This design comes from an exercise in tuning for small area, a short achievable clock period and few clock cycles on the open sky130 flow, not from production work. At most, simulation tests tie the RTL to the original design; equivalence was not proved.

## lane 2
Design sonpe, start of the top module:
module sonpe (
    input  wire         clk,
    input  wire         rst,           
    input  wire         start,
    input  wire [255:0] seed,          
    input  wire [63:0]  index,
    input  wire [63:0]  list_size,
    output wire         ready,
    output reg          done,
    output reg  [1:0]   err,           
    output wire [63:0]  result
);
    localparam [1:0] S_IDLE = 2'd0, S_CHECK = 2'd1, S_CHECK2 = 2'd3, S_RUN = 2'd2;
    localparam [31:0] IV0 = 32'h6a09e667, IV1 = 32'hbb67ae85, IV2 = 32'h3c6ef372,
                      IV3 = 32'ha54ff53a, IV4 = 32'h510e527f, IV5 = 32'h9b05688c,
                      IV6 = 32'h1f83d9ab, IV7 = 32'h5be0cd19;
    localparam [31:0] CA = 32'hfc08884d, CE = 32'h98c7e2a2;
    reg  [1:0]   state;
    reg          rdy;
    reg  [5:0]   t;            
    reg  [6:0]   k;            
    reg  [31:0]  ring [0:7];   
    reg  [39:0]  widx;         
    reg  [40:0]  n;
  ...
Size: about 460 I/O pins, ~0.11 mm^2 of cells after synthesis.
Settings: LEC_CHECK=0, CAP_MARGIN=20, CORE_MARGIN=2, CORE_UTILIZATION=40, SETUP_SLACK_MARGIN=5, SLEW_MARGIN=20, SYNTH_HIERARCHICAL=1; clock period 10.0 ns.
run.sh (not shown) runs the stock make flow with config.mk's settings and CLKGATE_MAP_FILE= SYNTH_SCRIPT=/design/flow/synth_recipe.tcl, a recipe that flattens the netlist after the stock synthesis.
What lane 4 does differently from lane 2 at the input level:
--- a/flow/design.v
+++ b/flow/design.v
@@ -100,22 +100,23 @@
     reg  [6:0]   k;            
     reg  [31:0]  ring [0:7];   
     reg  [39:0]  widx;         
     reg  [40:0]  n;
     reg  [39:0]  f;            
     reg          bor;
     reg          gt;           
-    reg  [23:0]  ihi, lhi;     
+    reg          hgt, heq;     
+    reg          lbig;         
     reg  [64:0]  dv;           
     reg  [39:0]  rem;          
     reg  [31:0]  swq;          
     reg  [7:0]   psel;         
     reg          sbit;         
-    reg          ef_hgt, ef_heq, ef_lo, ef_big;
-    wire         ef_idx = ef_hgt || (ef_heq && !ef_lo);
+    reg          ef_lo, ef_big;
+    wire         ef_idx = hgt || (heq && !ef_lo);
     reg          d0, d1, d2, d3, d4, d5, d6, d7, d13, d63, dseed, dsch;
     assign ready  = rdy;
     assign result = {24'd0, widx};
     wire [39:0]  pos = gt ? f : widx;
     wire [5:0]   tn = (state == S_CHECK) ? 6'd62 : t + 6'd1;
     reg  [5:0]  u;
     reg  [31:0] kn, kt;
@@ -242,15 +243,15 @@
     wire        src_bit = ssum[{~psel[4:3], psel[2:0]}];
     wire        chk   = (state == S_CHECK);
     wire [39:0] wsel  = sbit ? f : widx;
     wire [39:0] alu_a = chk ? n[39:0] : (d2 ? rem : f);
     wire [39:0] alu_b = (d3 && !chk) ? (n[39:0] & {40{bor}})
                                      : ~((d2 && sbit && !chk) ? f : widx);
     wire [40:0] alu_s = {1'b0, alu_a} + {1'b0, alu_b} + {40'd0, d2 && !chk};
-    wire        e_big = (|lhi[23:1]) || (lhi[0] && (|n[39:0]));
+    wire        e_big = lbig || (n[40] && (|n[39:0]));
     integer j;
     always @(posedge clk) begin
         t     <= tn;
         d0    <= (tn == 6'd0);
         d1    <= (tn == 6'd1);
         d2    <= (tn == 6'd2);
         d3    <= (tn == 6'd3);
@@ -279,26 +280,25 @@
             f <= alu_s[39:0];
         if (d4)
             gt <= alu_s[40];
         if (d5)
             psel <= pos[7:0];
         if (d1)
             sbit <= src_bit && (k >= 7'd3);
-        ef_hgt <= ihi > lhi;
-        ef_heq <= ihi == lhi;
         ef_lo  <= alu_s[40];
         ef_big <= e_big;
         if (state == S_IDLE) begin
             for (j = 0; j < 8; j = j + 1)
                 ring[(j + 1) % 8] <= {seed[32*j +: 8], seed[32*j+8 +: 8],
                                       seed[32*j+16 +: 8], seed[32*j+24 +: 8]};
             widx <= index[39:0];
-            ihi  <= index[63:40];
             n    <= list_size[40:0];
-            lhi  <= list_size[63:40];
+            hgt  <= index[63:40] > list_size[63:40];
+            heq  <= index[63:40] == list_size[63:40];
+            lbig <= |list_size[63:41];
         end
         if (rst) begin
             state <= S_IDLE;
             rdy   <= 1'b1;
             done  <= 1'b0;
         end else begin
             done <= 1'b0;
==> comparison <==
Compared lane 4 vs lane 2, and die outline area is down in lane 4.
Across lane 4 and lane 2, the outcome is the same: a clean finish for every run.
Proportion of cell area spent on the clock network of lane 4 is on par with lane 2.
The lower number of antenna repair diodes came out of lane 4.
Setup WNS lane 2 -> lane 4: worse
Number of flip-flops and latches down 2.1% in lane 4 wrt lane 2
No functional check of the RTL was part of any run of this note.

Setup of P:
Another version of the RTL of sonpe (not shown whole).
Size in the first run: ~460 I/O pins.
==> module sonpe_sha256, before the edit <==
module sonpe_sha256 (
    input  wire         clk,
    input  wire         l63,       
    input  wire [31:0]  kn,        
    input  wire         sched,     
    input  wire [31:0]  wsrc,      
    output wire [31:0]  w0,        
    output wire [255:0] st         
);
    localparam [31:0] CA = 32'hfc08884d, CE = 32'h98c7e2a2, K0 = 32'h428a2f98;
    localparam [255:0] IV = {
        32'h6a09e667, 32'hbb67ae85, 32'h3c6ef372, 32'ha54ff53a,
        32'h510e527f, 32'h9b05688c, 32'h1f83d9ab, 32'h5be0cd19
    };
    reg  [31:0] a, b, c, d, e, f, g, h;
    reg  [31:0] hkw;
    reg         ld;        
    reg  [31:0] w [0:15];
    assign st = {a, b, c, d, e, f, g, h};
    assign w0 = w[14];
    wire [31:0] big_s0 = ({a[1:0], a[31:2]} ^ {a[12:0], a[31:13]} ^ {a[21:0], a[31:22]})
                         & {32{~ld}};
    wire [31:0] big_s1 = ({e[5:0], e[31:6]} ^ {e[10:0], e[31:11]} ^ {e[24:0], e[31:25]})
                         & {32{~ld}};
    wire [31:0] ch     = ((e & f) | (~e & g)) & {32{~ld}};
    wire [31:0] maj    = ((a & b) | (a & c) | (b & c)) & {32{~ld}};
    wire [31:0] dd     = ld ? (CE - CA) : d;
    function [63:0] csa;
        input [31:0] x, y, z;
        begin
            csa[31:0]  = x ^ y ^ z;
            csa[63:32] = {(x[30:0] & y[30:0]) | (x[30:0] & z[30:0]) |
                          (y[30:0] & z[30:0]), 1'b0};
        end
    endfunction
    wire [63:0] cs1    = csa(hkw, big_s1, ch);
    wire [63:0] cs2    = csa(cs1[31:0], cs1[63:32], big_s0);
    wire [63:0] cs3    = csa(cs2[31:0], cs2[63:32], maj);
    wire [63:0] cs4    = csa(cs1[31:0], cs1[63:32], dd);
    wire [31:0] a_n, e_n;
    sonpe_add32 u_adda (.x(cs3[31:0]), .y(cs3[63:32]), .s(a_n));
    sonpe_add32 u_adde (.x(cs4[31:0]), .y(cs4[63:32]), .s(e_n));
    wire [31:0] sm_s0  = {w[1][6:0], w[1][31:7]} ^ {w[1][17:0], w[1][31:18]} ^ (w[1] >> 3);
    wire [31:0] sm_s1  = {w[14][16:0], w[14][31:17]} ^ {w[14][18:0], w[14][31:19]} ^ (w[14] >> 10);
    wire [63:0] ws1    = csa(w[9], w[0], sm_s0);
    wire [63:0] ws2    = csa(ws1[31:0], ws1[63:32], sm_s1);
    wire [31:0] w_next;
    sonpe_add32 u_addw (.x(ws2[31:0]), .y(ws2[63:32]), .s(w_next));
    wire [31:0] h_nx   = ld ? IV[63:32] : (l63 ? (CA - K0) : g);
    wire [63:0] hk     = csa(h_nx, kn, w[15]);
    wire [31:0] hkw_n;
    sonpe_add32 u_addh (.x(hk[31:0]), .y(hk[63:32]), .s(hkw_n));
    integer i;
    always @(posedge clk) begin
        for (i = 0; i < 15; i = i + 1)
            w[i] <= w[i+1];
        w[15] <= sched ? w_next : wsrc;
        hkw   <= hkw_n;
        ld <= l63;
        a <= a_n;
        e <= e_n;
        if (ld) begin
            b <= IV[255:224];   c <= IV[223:192];   d <= IV[191:160];
            f <= IV[127:96];    g <= IV[95:64];     h <= IV[63:32];
        end else begin
            h <= g;
            g <= f;
            f <= e;
            d <= c;
            c <= b;
            b <= a;
        end
    end
endmodule
clock: 10.0 ns
lec_check: 0
abc_area: 1
cap_margin: 20
core_margin: 2
core_utilization: 40
cts_cluster_diameter: 80
cts_cluster_size: 24
setup_slack_margin: 5
slew_margin: 20
synth_hierarchical: 1
standard.sh (not shown) runs the stock make flow with config.mk's settings and CLKGATE_MAP_FILE= SYNTH_SCRIPT=/design/flow/synth_recipe.tcl, a recipe that flattens the netlist after the stock synthesis.
==> flow/flow/run.sh <==
#!/bin/bash
set -euo pipefail
bash standard.sh 'BUFFER_PORTS_ARGS=-buffer_cell sky130_fd_sc_hd__buf_1' SETUP_SLACK_MARGIN=6 finish > standard.log 2>&1
Testbench counts of P, summed over its fixed seeds: cycles 141,484.
The following lists how Q was set up differently from P:
==> flow/design.v, changed modules only <==
module sonpe_sha256 (
    input  wire         clk,
    input  wire         l63,       
    input  wire [31:0]  kn,        
    input  wire         sched,     
    input  wire [31:0]  wsrc,      
    output wire [31:0]  w0,        
    output wire [255:0] st         
);
    localparam [31:0] CA = 32'hfc08884d, CE = 32'h98c7e2a2, K0 = 32'h428a2f98;
    localparam [255:0] IV = {
        32'h6a09e667, 32'hbb67ae85, 32'h3c6ef372, 32'ha54ff53a,
        32'h510e527f, 32'h9b05688c, 32'h1f83d9ab, 32'h5be0cd19
    };
    reg  [31:0] a, b, c, d, e, f, g, h;
    reg  [31:0] hkw;
    reg         ld;        
    reg  [31:0] w [0:15];
    assign st = {a, b, c, d, e, f, g, h};
    assign w0 = w[14];
    wire [31:0] big_s0 = ({a[1:0], a[31:2]} ^ {a[12:0], a[31:13]} ^ {a[21:0], a[31:22]})
                         & {32{~ld}};
    wire [31:0] big_s1 = {e[5:0], e[31:6]} ^ {e[10:0], e[31:11]} ^ {e[24:0], e[31:25]};
    wire [31:0] ch     = (e & f) | (~e & g);
    wire [31:0] maj    = ((a & b) | (a & c) | (b & c)) & {32{~ld}};
    wire [31:0] dd     = ld ? (CE - CA) : d;
    function [63:0] csa;
        input [31:0] x, y, z;
        begin
            csa[31:0]  = x ^ y ^ z;
            csa[63:32] = {(x[30:0] & y[30:0]) | (x[30:0] & z[30:0]) |
                          (y[30:0] & z[30:0]), 1'b0};
        end
    endfunction
    wire [63:0] cs0    = csa(hkw, big_s1, ch);
    wire [63:0] cs1    = ld ? {32'd0, hkw} : cs0;
    wire [63:0] cs2    = csa(cs1[31:0], cs1[63:32], big_s0);
    wire [63:0] cs3    = csa(cs2[31:0], cs2[63:32], maj);
    wire [63:0] cs4    = csa(cs1[31:0], cs1[63:32], dd);
    wire [31:0] a_n, e_n;
    sonpe_add32 u_adda (.x(cs3[31:0]), .y(cs3[63:32]), .s(a_n));
    sonpe_add32 u_adde (.x(cs4[31:0]), .y(cs4[63:32]), .s(e_n));
    wire [31:0] sm_s0  = {w[1][6:0], w[1][31:7]} ^ {w[1][17:0], w[1][31:18]} ^ (w[1] >> 3);
    wire [31:0] sm_s1  = {w[14][16:0], w[14][31:17]} ^ {w[14][18:0], w[14][31:19]} ^ (w[14] >> 10);
    wire [63:0] ws1    = csa(w[9], w[0], sm_s0);
    wire [63:0] ws2    = csa(ws1[31:0], ws1[63:32], sm_s1);
    wire [31:0] w_next;
    sonpe_add32 u_addw (.x(ws2[31:0]), .y(ws2[63:32]), .s(w_next));
    wire [31:0] h_nx   = ld ? IV[63:32] : (l63 ? (CA - K0) : g);
    wire [63:0] hk     = csa(h_nx, kn, w[15]);
    wire [31:0] hkw_n;
    sonpe_add32 u_addh (.x(hk[31:0]), .y(hk[63:32]), .s(hkw_n));
    integer i;
    always @(posedge clk) begin
        for (i = 0; i < 15; i = i + 1)
            w[i] <= w[i+1];
        w[15] <= sched ? w_next : wsrc;
        hkw   <= hkw_n;
        ld <= l63;
        a <= a_n;
        e <= e_n;
        if (ld) begin
            b <= IV[255:224];   c <= IV[223:192];   d <= IV[191:160];
            f <= IV[127:96];    g <= IV[95:64];     h <= IV[63:32];
        end else begin
            h <= g;
            g <= f;
            f <= e;
            d <= c;
            c <= b;
            b <= a;
        end
    end
endmodule
### Flow results
Q completed every stage of the flow, and the final layout passed the timing, design-rule and antenna checks.
Q against P: final non-filler cell total higher, hold slack lower.
On register-to-register slack, P and Q are basically level.
Taking P as the reference, in Q final clock period utilization by the worst path flat.
Testbench counts of Q, summed over its fixed seeds: cycles 141,484.

## what the ideal ports hide
How much do the figures lean on ideal ports? The routed layouts below were timed once more, with nothing changed but the port constraints.
Step 1, drivers: a clkbuf_16 drives clk and a buf_2 each remaining input, both assumed.
Step 2, shift: input delay + t, output delay - t, t = (earliest + latest rising clock arrival at the registers) / 2. This alone moves slack from input paths to output paths.
Three values: no drivers, after step 1, after step 2; two values: the first two.
run	t, ns	slack for setup (ns)	hold WS [ns]	cell pins on the clock port's net
lane 2	0.994	5.081 / 5.081 / 5.081	0.309 / 0.309 / 0.309	1
lane 4	0.973	5.072 / 5.072 / 5.072	0.259 / 0.259 / 0.259	1
P	0.944	6.033 / 6.033 / 6.033	0.305 / 0.305 / 0.305	1
Q	0.936	6.046 / 6.046 / 5.747	0.288 / 0.288 / 0.288	1
After both steps every run listed still meets setup and hold. The setup slack of Q, which loses most, moves by 0.000 ns with the drivers and by -0.299 ns with both steps.
